Source: an optimization exercise on an open RTL-to-GDS flow (aim: small area, a short achievable clock period and few clock cycles per item). Production flows keep margins and buffers that such runs may drop.
Power is estimated from default activity; no workload was simulated.

==> module fds_decoder, before the edit <==
module fds_decoder (
    input  wire        clk,
    input  wire        rst,           
    input  wire [7:0]  cfg_q_t0,      
    input  wire [7:0]  cfg_q_t1,      
    input  wire [7:0]  cfg_q_t2,      
    input  wire [7:0]  cfg_q_t3,      
    input  wire [15:0] cfg_min_gap,   
    input  wire        in_valid,
    output wire        in_ready,
    input  wire [7:0]  in_data,
    output reg         out_valid,
    input  wire        out_ready,
    output reg  [1:0]  out_kind,
    output wire [31:0] out_data,
    output wire [31:0] out_pos
);
    localparam [1:0] K_DATA     = 2'd0;
    localparam [1:0] K_BLOCK_OK = 2'd1;
    localparam [1:0] K_BAD_CRC  = 2'd2;
    localparam [1:0] K_MISMATCH = 2'd3;
    localparam [1:0] P_TYPE = 2'd0, P_DATA = 2'd1, P_CRCLO = 2'd2, P_CRCHI = 2'd3;
    localparam [15:0] CRC_START = 16'h8080;
    function [15:0] crc_bit;
        input [15:0] reg_in;
        input        b;
        reg   [16:0] r;
        begin
            r = {b, reg_in};
            if (r[0]) r = r ^ 17'h10810;
            crc_bit = r[16:1];
        end
    endfunction
    function lt8;
        input [7:0] a;
        input [7:0] b;
        integer i;
        reg r;
        begin
            r = 1'b0;
            for (i = 0; i < 8; i = i + 1)
                r = (!a[i] && b[i]) || (!(a[i] ^ b[i]) && r);
            lt8 = r;
        end
    endfunction
    wire lt0 = lt8(in_data, cfg_q_t0);
    wire lt1 = lt8(in_data, cfg_q_t1);
    wire lt2 = lt8(in_data, cfg_q_t2);
    wire lt3 = lt8(in_data, cfg_q_t3);
    wire [1:0] sym_in = {lt0 || (!lt1 && !lt2), lt0 || (!lt1 && (lt2 || !lt3))};
    reg       q_v0;           
    reg       q_nf;           
    reg [1:0] q_s0, q_s1;     
    assign in_ready = q_nf;
    reg  end_p;               
    wire push = in_valid && q_nf;
    wire can  = !end_p && (!out_valid || out_ready);
    wire pop  = q_v0 && can;
    wire [1:0] s = q_s0;
    always @(posedge clk) begin
        if (!q_v0 || (pop && q_nf)) q_s0 <= sym_in;
        else if (pop)               q_s0 <= q_s1;
        if (q_nf)                   q_s1 <= sym_in;
        if (rst) begin
            q_v0 <= 1'b0;
            q_nf <= 1'b1;
        end else begin
            q_v0 <= push || !q_nf || (q_v0 && !pop);
            q_nf <= !((!q_nf && !pop) || (q_v0 && push && !pop));
        end
    end
    reg        in_block;
    reg        prev;          
    reg [1:0]  phase;         
    reg [2:0]  bitcnt;        
    reg [15:0] cnt;           
    reg [7:0]  sr;            
    reg [7:0]  ob;
    reg [15:0] crc;
    reg [2:0]  exp_type;      
    reg [15:0] size;
    reg [31:0] pos;           
    reg [31:0] e_pos;         
    reg r_end;                
    reg r_mis;
    wire mismatch = r_mis;
    wire two  = prev && (s[0] ^ s[1]);
    wire b0   = prev ? (s == 2'd0) : (s == 2'd1);
    wire b1   = s[1] && !s[0];
    wire npr  = two ? b1 : b0;
    wire cnt_z = (cnt == 16'd0);
    wire cnt_1 = (cnt == 16'd1);
    wire last_bit = (phase == P_CRCHI) && (bitcnt == 3'd7);
    wire take2 = two && !last_bit;
    wire done0 = (bitcnt == 3'd7);
    wire done1 = take2 && (bitcnt == 3'd6);
    wire bdone = done0 || done1;
    wire g0 = !phase[1];
    wire g1 = done0 ? ((phase == P_TYPE && !cnt_z) || (phase == P_DATA && !cnt_1)) : !phase[1];
    wire [15:0] crc1 = crc_bit(crc, b0 & g0);
    wire [15:0] crc2 = crc_bit(crc1, b1 & g1);
    wire [15:0] crc_n = take2 ? crc2 : crc1;
    wire [7:0]  sr_n = take2 ? {b1, b0, sr[7:2]} : {b0, sr[7:1]};
    wire [7:0]  byte_n = done1 ? {b1, b0, sr[7:2]} : {b0, sr[7:1]};
    wire        mis1 = ({b1, b0, sr[7:2]} != {5'd0, exp_type});
    wire        mis0 = ({b0, sr[7:1]} != {5'd0, exp_type});
    wire        mis_n = done1 ? mis1 : mis0;
    reg [15:0] blk_cnt;
    always @* begin
        case (exp_type[1:0])
            2'd1: blk_cnt = 16'd55;
            2'd2: blk_cnt = 16'd1;
            2'd3: blk_cnt = 16'd15;
            default: blk_cnt = size;
        endcase
    end
    wire [15:0] cnt_dec = cnt - 16'd1;
    always @(posedge clk) begin
        if (pop) begin
            if (!in_block) begin
                prev   <= 1'b1;
                phase  <= P_TYPE;
                bitcnt <= 3'd0;
                crc    <= CRC_START;
                e_pos  <= pos;
                if (s == 2'd1 && cnt_z) begin
                    in_block <= 1'b1;
                    cnt      <= blk_cnt;
                end else if (s == 2'd0) begin
                    if (!cnt_z) cnt <= cnt_dec;
                end else begin
                    cnt <= cfg_min_gap;
                end
            end else begin
                prev   <= npr;
                sr     <= sr_n;
                crc[15:8] <= crc_n[15:8];
                crc[7:0]  <= (bdone && phase == P_CRCHI) ? ob : crc_n[7:0];
                bitcnt <= bitcnt + {1'b0, take2, !take2};
                if (bdone) begin
                    ob <= (phase == P_CRCHI) ? crc_n[7:0] : byte_n;
                    case (phase)
                        P_TYPE: phase <= cnt_z ? P_CRCLO : P_DATA;
                        P_DATA: begin
                            cnt <= cnt_dec;
                            if (cnt_1) phase <= P_CRCLO;
                            if (!mismatch && exp_type[1:0] == 2'd3 && cnt[15:2] == 14'd0 && cnt[1])
                                size <= {byte_n, size[15:8]};
                        end
                        P_CRCLO: phase <= P_CRCHI;
                        default: begin
                            in_block <= 1'b0;
                            cnt      <= cfg_min_gap;
                            if (!mismatch)
                                exp_type <= exp_type[2] ? 3'd3 : exp_type + 3'd1;
                        end
                    endcase
                end
            end
        end
        if (rst) begin
            in_block <= 1'b0;
            cnt      <= cfg_min_gap;
            exp_type <= 3'd1;
        end
    end
    always @(posedge clk) begin
        if (rst)
            pos <= 32'd0;
        else if (pop)
            pos <= pos + 32'd1;
    end
    wire rec_n = pop && in_block && bdone &&
                 (phase == P_TYPE || (phase == P_DATA && !mismatch) ||
                  (phase == P_CRCHI && !mismatch));
    wire end_n = rec_n && (phase == P_CRCHI);
    always @(posedge clk) begin
        if (rst) begin
            out_valid <= 1'b0;
            end_p     <= 1'b0;
        end else begin
            end_p <= end_n;
            if ((rec_n && !end_n) || end_p)
                out_valid <= 1'b1;
            else if (out_ready)
                out_valid <= 1'b0;
        end
        if (rec_n) begin
            r_end <= end_n;
            r_mis <= (phase == P_TYPE) && mis_n;
            out_kind <= (phase == P_TYPE && mis_n) ? K_MISMATCH : K_DATA;
        end
        if (end_p)
            out_kind <= ({sr, crc[7:0]} == {crc[15:8], ob}) ? K_BLOCK_OK : K_BAD_CRC;
    end
    assign out_data[7:0]   = ob;
    assign out_data[15:8]  = ({8{r_end}} & crc[15:8]) | ({8{r_mis}} & {5'd0, exp_type});
    assign out_data[31:16] = {16{r_end}} & {sr, crc[7:0]};
    assign out_pos = e_pos;
endmodule
export LEC_CHECK = 0
export CAP_MARGIN = 20
export CORE_MARGIN = 2
export CORE_UTILIZATION = 60
export CTS_BUF_LIST = sky130_fd_sc_hd__clkbuf_4 sky130_fd_sc_hd__clkbuf_8
export CTS_CLUSTER_DIAMETER = 60
export CTS_CLUSTER_SIZE = 30
export SLEW_MARGIN = 20
create_clock -name core_clock -period 10.0 [get_ports {clk}]
standard.sh (not shown) runs the stock make flow with config.mk's settings and CLKGATE_MAP_FILE= SYNTH_SCRIPT=/design/flow/synth_recipe.tcl, a recipe that flattens the netlist after the stock synthesis.
==> flow/flow/run.sh <==
#!/bin/bash
set -euo pipefail
bash standard.sh \
  "BUFFER_PORTS_ARGS=-buffer_cell sky130_fd_sc_hd__buf_1" \
  "SETUP_SLACK_MARGIN=${FLOW_SETUP_MARGIN:-6.5}" \
  finish > standard_finish.log 2>&1
Next try:
--- a/flow/design.v
+++ b/flow/design.v
@@ -79,11 +79,11 @@
     reg [15:0] crc;
     reg [2:0]  exp_type;      
     reg [15:0] size;
     reg [31:0] pos;           
     reg [31:0] e_pos;         
-    reg r_end;                
+    reg r_end;
     reg r_mis;
     wire mismatch = r_mis;
     wire two  = prev && (s[0] ^ s[1]);
     wire b0   = prev ? (s == 2'd0) : (s == 2'd1);
     wire b1   = s[1] && !s[0];
@@ -184,14 +184,14 @@
                 out_valid <= 1'b1;
             else if (out_ready)
                 out_valid <= 1'b0;
         end
         if (rec_n) begin
-            r_end <= end_n;
             r_mis <= (phase == P_TYPE) && mis_n;
             out_kind <= (phase == P_TYPE && mis_n) ? K_MISMATCH : K_DATA;
         end
+        r_end <= end_p || (r_end && out_valid && !out_ready);
         if (end_p)
             out_kind <= ({sr, crc[7:0]} == {crc[15:8], ob}) ? K_BLOCK_OK : K_BAD_CRC;
     end
     assign out_data[7:0]   = ob;
     assign out_data[15:8]  = ({8{r_end}} & crc[15:8]) | ({8{r_mis}} & {5'd0, exp_type});
After rerunning: The new run completed with no timing, DRC or antenna violations; clock power increases by about 3%; final area increases by 1.3%; sequential share of layout area decreases by 0.64 points; worst setup slack gets better by 7.8 ps; via count decreases by 0.38%; cell count barely changes; synthesized area increases by 2.1%; hold slack gets worse by 8.4 ps; maximum frequency stays flat; total power increases by 1.3%; combinational power stays flat; wire length increases by 1.7%; die area increases by 2.0%; utilization decreases by 1.6 points.
No functional check of the RTL was part of any run of this note.

* * *

fds_decoder, a different RTL version from the one above (not shown whole).
Size: about 850 cells after synthesis, about 130 I/O pins, about 8600 um^2 of cells after synthesis.
==> module fds_decoder, before the edit <==
module fds_decoder (
    input  wire        clk,
    input  wire        rst,           
    input  wire [7:0]  cfg_q_t0,      
    input  wire [7:0]  cfg_q_t1,      
    input  wire [7:0]  cfg_q_t2,      
    input  wire [7:0]  cfg_q_t3,      
    input  wire [15:0] cfg_min_gap,   
    input  wire        in_valid,
    output wire        in_ready,
    input  wire [7:0]  in_data,
    output reg         out_valid,
    input  wire        out_ready,
    output reg  [1:0]  out_kind,
    output wire [31:0] out_data,
    output wire [31:0] out_pos
);
    localparam [1:0] K_DATA     = 2'd0;
    localparam [1:0] K_BLOCK_OK = 2'd1;
    localparam [1:0] K_BAD_CRC  = 2'd2;
    localparam [1:0] K_MISMATCH = 2'd3;
    localparam [1:0] P_TYPE = 2'd0, P_DATA = 2'd1, P_CRCLO = 2'd2, P_CRCHI = 2'd3;
    localparam [15:0] CRC_START = 16'h8080;
    function [15:0] crc_bit;
        input [15:0] reg_in;
        input        b;
        reg   [16:0] r;
        begin
            r = {b, reg_in};
            if (r[0]) r = r ^ 17'h10810;
            crc_bit = r[16:1];
        end
    endfunction
    function lt8;
        input [7:0] a;
        input [7:0] b;
        integer i;
        reg r;
        begin
            r = 1'b0;
            for (i = 0; i < 8; i = i + 1)
                r = (!a[i] && b[i]) || (!(a[i] ^ b[i]) && r);
            lt8 = r;
        end
    endfunction
    wire lt0 = lt8(in_data, cfg_q_t0);
    wire lt1 = lt8(in_data, cfg_q_t1);
    wire lt2 = lt8(in_data, cfg_q_t2);
    wire lt3 = lt8(in_data, cfg_q_t3);
    wire [1:0] sym_in = {lt0 || (!lt1 && !lt2), lt0 || (!lt1 && (lt2 || !lt3))};
    reg       q_v0;           
    reg       q_nf;           
    reg [1:0] q_s0, q_s1;     
    assign in_ready = q_nf;
    reg  end_p;               
    wire push = in_valid && q_nf;
    wire can  = !end_p && (!out_valid || out_ready);
    wire pop  = q_v0 && can;
    wire [1:0] s = q_s0;
    always @(posedge clk) begin
        if (!q_v0 || (pop && q_nf)) q_s0 <= sym_in;
        else if (pop)               q_s0 <= q_s1;
        if (q_nf)                   q_s1 <= sym_in;
        if (rst) begin
            q_v0 <= 1'b0;
            q_nf <= 1'b1;
        end else begin
            q_v0 <= push || !q_nf || (q_v0 && !pop);
            q_nf <= !((!q_nf && !pop) || (q_v0 && push && !pop));
        end
    end
    reg        in_block;
    reg        prev;          
    reg [1:0]  phase;         
    reg [2:0]  bitcnt;        
    reg [15:0] cnt;           
    reg [15:0] sr;            
    reg [15:0] crc;
    reg [1:0]  stage;         
    reg [15:0] size;
    reg [31:0] pos;           
    reg [31:0] e_pos;         
    reg r_end;                
    reg r_b0;                 
    reg r_b1;                 
    reg r_mis;
    wire mismatch = r_mis;
    wire two  = prev && (s[0] ^ s[1]);
    wire b0   = prev ? (s == 2'd0) : (s == 2'd1);
    wire b1   = s[1] && !s[0];
    wire npr  = two ? b1 : b0;
    wire cnt_z = (cnt == 16'd0);
    wire cnt_1 = (cnt == 16'd1);
    wire last_bit = (phase == P_CRCHI) && (bitcnt == 3'd7);
    wire take2 = two && !last_bit;
    wire done0 = (bitcnt == 3'd7);
    wire done1 = take2 && (bitcnt == 3'd6);
    wire bdone = done0 || done1;
    wire g0 = !phase[1];
    wire g1 = done0 ? ((phase == P_TYPE && !cnt_z) || (phase == P_DATA && !cnt_1)) : !phase[1];
    wire [15:0] crc1 = crc_bit(crc, b0 & g0);
    wire [15:0] crc2 = crc_bit(crc1, b1 & g1);
    wire [15:0] crc_n = take2 ? crc2 : crc1;
    wire [15:0] sr_n = take2 ? {b1, b0, sr[15:2]} : {b0, sr[15:1]};
    wire [7:0]  byte_n = done1 ? {b1, b0, sr[15:10]} : {b0, sr[15:9]};
    wire [7:0]  exp_type = {5'd0, stage == 2'd3, stage[0] ^ stage[1], !stage[0]};
    wire        mis1 = ({b1, b0, sr[15:10]} != exp_type);
    wire        mis0 = ({b0, sr[15:9]} != exp_type);
    wire        mis_n = done1 ? mis1 : mis0;
    reg [15:0] blk_cnt;
    always @* begin
        case (stage)
            2'd0: blk_cnt = 16'd55;
            2'd1: blk_cnt = 16'd1;
            2'd2: blk_cnt = 16'd15;
            default: blk_cnt = size;
        endcase
    end
    wire [15:0] cnt_dec = cnt - 16'd1;
    always @(posedge clk) begin
        if (pop) begin
            if (!in_block) begin
                prev   <= 1'b1;
                phase  <= P_TYPE;
                bitcnt <= 3'd0;
                crc    <= CRC_START;
                if (s == 2'd1 && cnt_z) begin
                    in_block <= 1'b1;
                    e_pos    <= pos;
                    cnt      <= blk_cnt;
                end else if (s == 2'd0) begin
                    if (!cnt_z) cnt <= cnt_dec;
                end else begin
                    cnt <= cfg_min_gap;
                end
            end else begin
                prev   <= npr;
                sr     <= sr_n;
                crc    <= crc_n;
                bitcnt <= bitcnt + {1'b0, take2, !take2};
                if (bdone) begin
                    case (phase)
                        P_TYPE: phase <= cnt_z ? P_CRCLO : P_DATA;
                        P_DATA: begin
                            cnt <= cnt_dec;
                            if (cnt_1) phase <= P_CRCLO;
                            if (!mismatch && stage == 2'd2 && cnt[15:2] == 14'd0 && cnt[1])
                                size <= {byte_n, size[15:8]};
                        end
                        P_CRCLO: phase <= P_CRCHI;
                        default: begin
                            in_block <= 1'b0;
                            cnt      <= cfg_min_gap;
                            if (!mismatch)
                                stage <= (stage == 2'd3) ? 2'd2 : stage + 2'd1;
                        end
                    endcase
                end
            end
        end
        if (rst) begin
            in_block <= 1'b0;
            cnt      <= cfg_min_gap;
            stage    <= 2'd0;
        end
    end
    always @(posedge clk) begin
        if (rst)
            pos <= 32'd0;
        else if (pop)
            pos <= pos + 32'd1;
    end
    wire rec_n = pop && in_block && bdone &&
                 (phase == P_TYPE || (phase == P_DATA && !mismatch) ||
                  (phase == P_CRCHI && !mismatch));
    wire end_n = rec_n && (phase == P_CRCHI);
    always @(posedge clk) begin
        if (rst) begin
            out_valid <= 1'b0;
            end_p     <= 1'b0;
        end else begin
            end_p <= end_n;
            if ((rec_n && !end_n) || end_p)
                out_valid <= 1'b1;
            else if (out_ready)
                out_valid <= 1'b0;
        end
        if (rec_n) begin
            r_end <= end_n;
            r_b0  <= !end_n && !(take2 && done0);
            r_b1  <= !end_n && (take2 && done0);
            r_mis <= (phase == P_TYPE) && mis_n;
            out_kind <= (phase == P_TYPE && mis_n) ? K_MISMATCH : K_DATA;
        end
        if (end_p)
            out_kind <= (sr == crc) ? K_BLOCK_OK : K_BAD_CRC;
    end
    assign out_data[7:0]   = ({8{r_end}} & crc[7:0]) | ({8{r_b0}} & sr[15:8]) | ({8{r_b1}} & sr[14:7]);
    assign out_data[15:8]  = ({8{r_end}} & crc[15:8]) | ({8{r_mis}} & exp_type);
    assign out_data[31:16] = {16{r_end}} & sr;
    assign out_pos = e_pos;
endmodule
==> flow/config.mk <==
export PLATFORM = sky130hd
export DESIGN_NAME = fds_decoder
export DESIGN_NICKNAME = fds_decoder
export VERILOG_FILES = /design/flow/design.v
export SDC_FILE = /design/flow/constraint.sdc
export NUM_CORES = 4
export LEC_CHECK = 0
export CAP_MARGIN = 20
export CORE_MARGIN = 2
export CORE_UTILIZATION = 40
export CTS_BUF_LIST = sky130_fd_sc_hd__clkbuf_4 sky130_fd_sc_hd__clkbuf_8
export CTS_CLUSTER_DIAMETER = 60
export CTS_CLUSTER_SIZE = 30
export SLEW_MARGIN = 20
==> flow/constraint.sdc <==
create_clock -name core_clock -period 10.0 [get_ports {clk}]
set_input_delay 2.0000 -clock core_clock [delete_from_list [all_inputs] [get_ports {clk}]]
set_output_delay 2.0000 -clock core_clock [all_outputs]
set_load 0.01 [all_outputs]
==> flow/flow/run.sh <==
#!/bin/bash
set -euo pipefail
bash standard.sh \
  "BUFFER_PORTS_ARGS=-buffer_cell sky130_fd_sc_hd__buf_1" \
  "SETUP_SLACK_MARGIN=${FLOW_SETUP_MARGIN:-7.0}" \
  finish > standard_finish.log 2>&1
Edit:
--- a/flow/design.v
+++ b/flow/design.v
@@ -72,19 +72,18 @@
     reg        in_block;
     reg        prev;          
     reg [1:0]  phase;         
     reg [2:0]  bitcnt;        
     reg [15:0] cnt;           
-    reg [15:0] sr;            
+    reg [7:0]  sr;            
+    reg [7:0]  ob;            
     reg [15:0] crc;
     reg [1:0]  stage;         
     reg [15:0] size;
     reg [31:0] pos;           
     reg [31:0] e_pos;         
     reg r_end;                
-    reg r_b0;                 
-    reg r_b1;                 
     reg r_mis;
     wire mismatch = r_mis;
     wire two  = prev && (s[0] ^ s[1]);
     wire b0   = prev ? (s == 2'd0) : (s == 2'd1);
     wire b1   = s[1] && !s[0];
@@ -99,15 +98,15 @@
     wire g0 = !phase[1];
     wire g1 = done0 ? ((phase == P_TYPE && !cnt_z) || (phase == P_DATA && !cnt_1)) : !phase[1];
     wire [15:0] crc1 = crc_bit(crc, b0 & g0);
     wire [15:0] crc2 = crc_bit(crc1, b1 & g1);
     wire [15:0] crc_n = take2 ? crc2 : crc1;
-    wire [15:0] sr_n = take2 ? {b1, b0, sr[15:2]} : {b0, sr[15:1]};
-    wire [7:0]  byte_n = done1 ? {b1, b0, sr[15:10]} : {b0, sr[15:9]};
+    wire [7:0]  sr_n = take2 ? {b1, b0, sr[7:2]} : {b0, sr[7:1]};
+    wire [7:0]  byte_n = done1 ? {b1, b0, sr[7:2]} : {b0, sr[7:1]};
     wire [7:0]  exp_type = {5'd0, stage == 2'd3, stage[0] ^ stage[1], !stage[0]};
-    wire        mis1 = ({b1, b0, sr[15:10]} != exp_type);
-    wire        mis0 = ({b0, sr[15:9]} != exp_type);
+    wire        mis1 = ({b1, b0, sr[7:2]} != exp_type);
+    wire        mis0 = ({b0, sr[7:1]} != exp_type);
     wire        mis_n = done1 ? mis1 : mis0;
     reg [15:0] blk_cnt;
     always @* begin
         case (stage)
             2'd0: blk_cnt = 16'd55;
@@ -122,13 +121,13 @@
             if (!in_block) begin
                 prev   <= 1'b1;
                 phase  <= P_TYPE;
                 bitcnt <= 3'd0;
                 crc    <= CRC_START;
+                e_pos  <= pos;
                 if (s == 2'd1 && cnt_z) begin
                     in_block <= 1'b1;
-                    e_pos    <= pos;
                     cnt      <= blk_cnt;
                 end else if (s == 2'd0) begin
                     if (!cnt_z) cnt <= cnt_dec;
                 end else begin
                     cnt <= cfg_min_gap;
@@ -137,10 +136,11 @@
                 prev   <= npr;
                 sr     <= sr_n;
                 crc    <= crc_n;
                 bitcnt <= bitcnt + {1'b0, take2, !take2};
                 if (bdone) begin
+                    if (phase != P_CRCHI) ob <= byte_n;
                     case (phase)
                         P_TYPE: phase <= cnt_z ? P_CRCLO : P_DATA;
                         P_DATA: begin
                             cnt <= cnt_dec;
                             if (cnt_1) phase <= P_CRCLO;
@@ -185,18 +185,16 @@
             else if (out_ready)
                 out_valid <= 1'b0;
         end
         if (rec_n) begin
             r_end <= end_n;
-            r_b0  <= !end_n && !(take2 && done0);
-            r_b1  <= !end_n && (take2 && done0);
             r_mis <= (phase == P_TYPE) && mis_n;
             out_kind <= (phase == P_TYPE && mis_n) ? K_MISMATCH : K_DATA;
         end
         if (end_p)
-            out_kind <= (sr == crc) ? K_BLOCK_OK : K_BAD_CRC;
-    end
-    assign out_data[7:0]   = ({8{r_end}} & crc[7:0]) | ({8{r_b0}} & sr[15:8]) | ({8{r_b1}} & sr[14:7]);
+            out_kind <= ({sr, ob} == crc) ? K_BLOCK_OK : K_BAD_CRC;
+    end
+    assign out_data[7:0]   = r_end ? crc[7:0] : ob;
     assign out_data[15:8]  = ({8{r_end}} & crc[15:8]) | ({8{r_mis}} & exp_type);
-    assign out_data[31:16] = {16{r_end}} & sr;
+    assign out_data[31:16] = {16{r_end}} & {sr, ob};
     assign out_pos = e_pos;
 endmodule
=> Flip-flop and latch count came out lower by 2. Die area is lower by 5.9%. Global-route usage falls by 1.5 points. Final area falls by 9.2%. Setup slack improves by 0.14 ns. Synthesized area came out lower by 6.1%. Utilization shrinks by 2.3 points. Wire length decreases by 14%. Power goes up by 0.91%. Non-clock buffer count went down by 30. Fmax is higher by 3.8%. Register-to-register slack barely changes.
Function was not checked in any run of this note: the RTL went through the layout flow alone.

port drivers added, routing unchanged:
In the flow no input, the clock included, has a driving cell. The finished layouts below were timed again as built, in two steps.
Step 1 sets driving cells, clkbuf_16 on the clock port and buf_2 on the other inputs (assumed; they add their load-dependent delay and slew).
Step 2 times the ports against the registers' clock, not the clock port: input delays grow and output delays shrink by t, the midpoint of the rising clock arrivals with the driver on.
a / b / c = ideal ports / drivers / drivers and shift; a / b = the first two.
run	shift t [ns]	setup slack, ns	worst setup path after step 2	worst register clock-pin slew, ns	worst slew at a driven data input, ns
the first run of note 1	0.499	6.519 / 6.489 / 6.020	input to register	0.09 / 0.09	0.04
the second run of note 1	0.502	6.527 / 6.540 / 6.037	input to register	0.10 / 0.10	0.04
the first run of note 2	0.494	6.320 / 6.278 / 6.124	input to register	0.10 / 0.10	0.05
the second run of note 2	0.498	6.455 / 6.419 / 6.166	input to register	0.10 / 0.10	0.05
After both steps setup and hold are still met in every run listed. The setup slack of the first run of note 1, which loses most, moves by -0.030 ns with the drivers and by -0.499 ns with both steps.
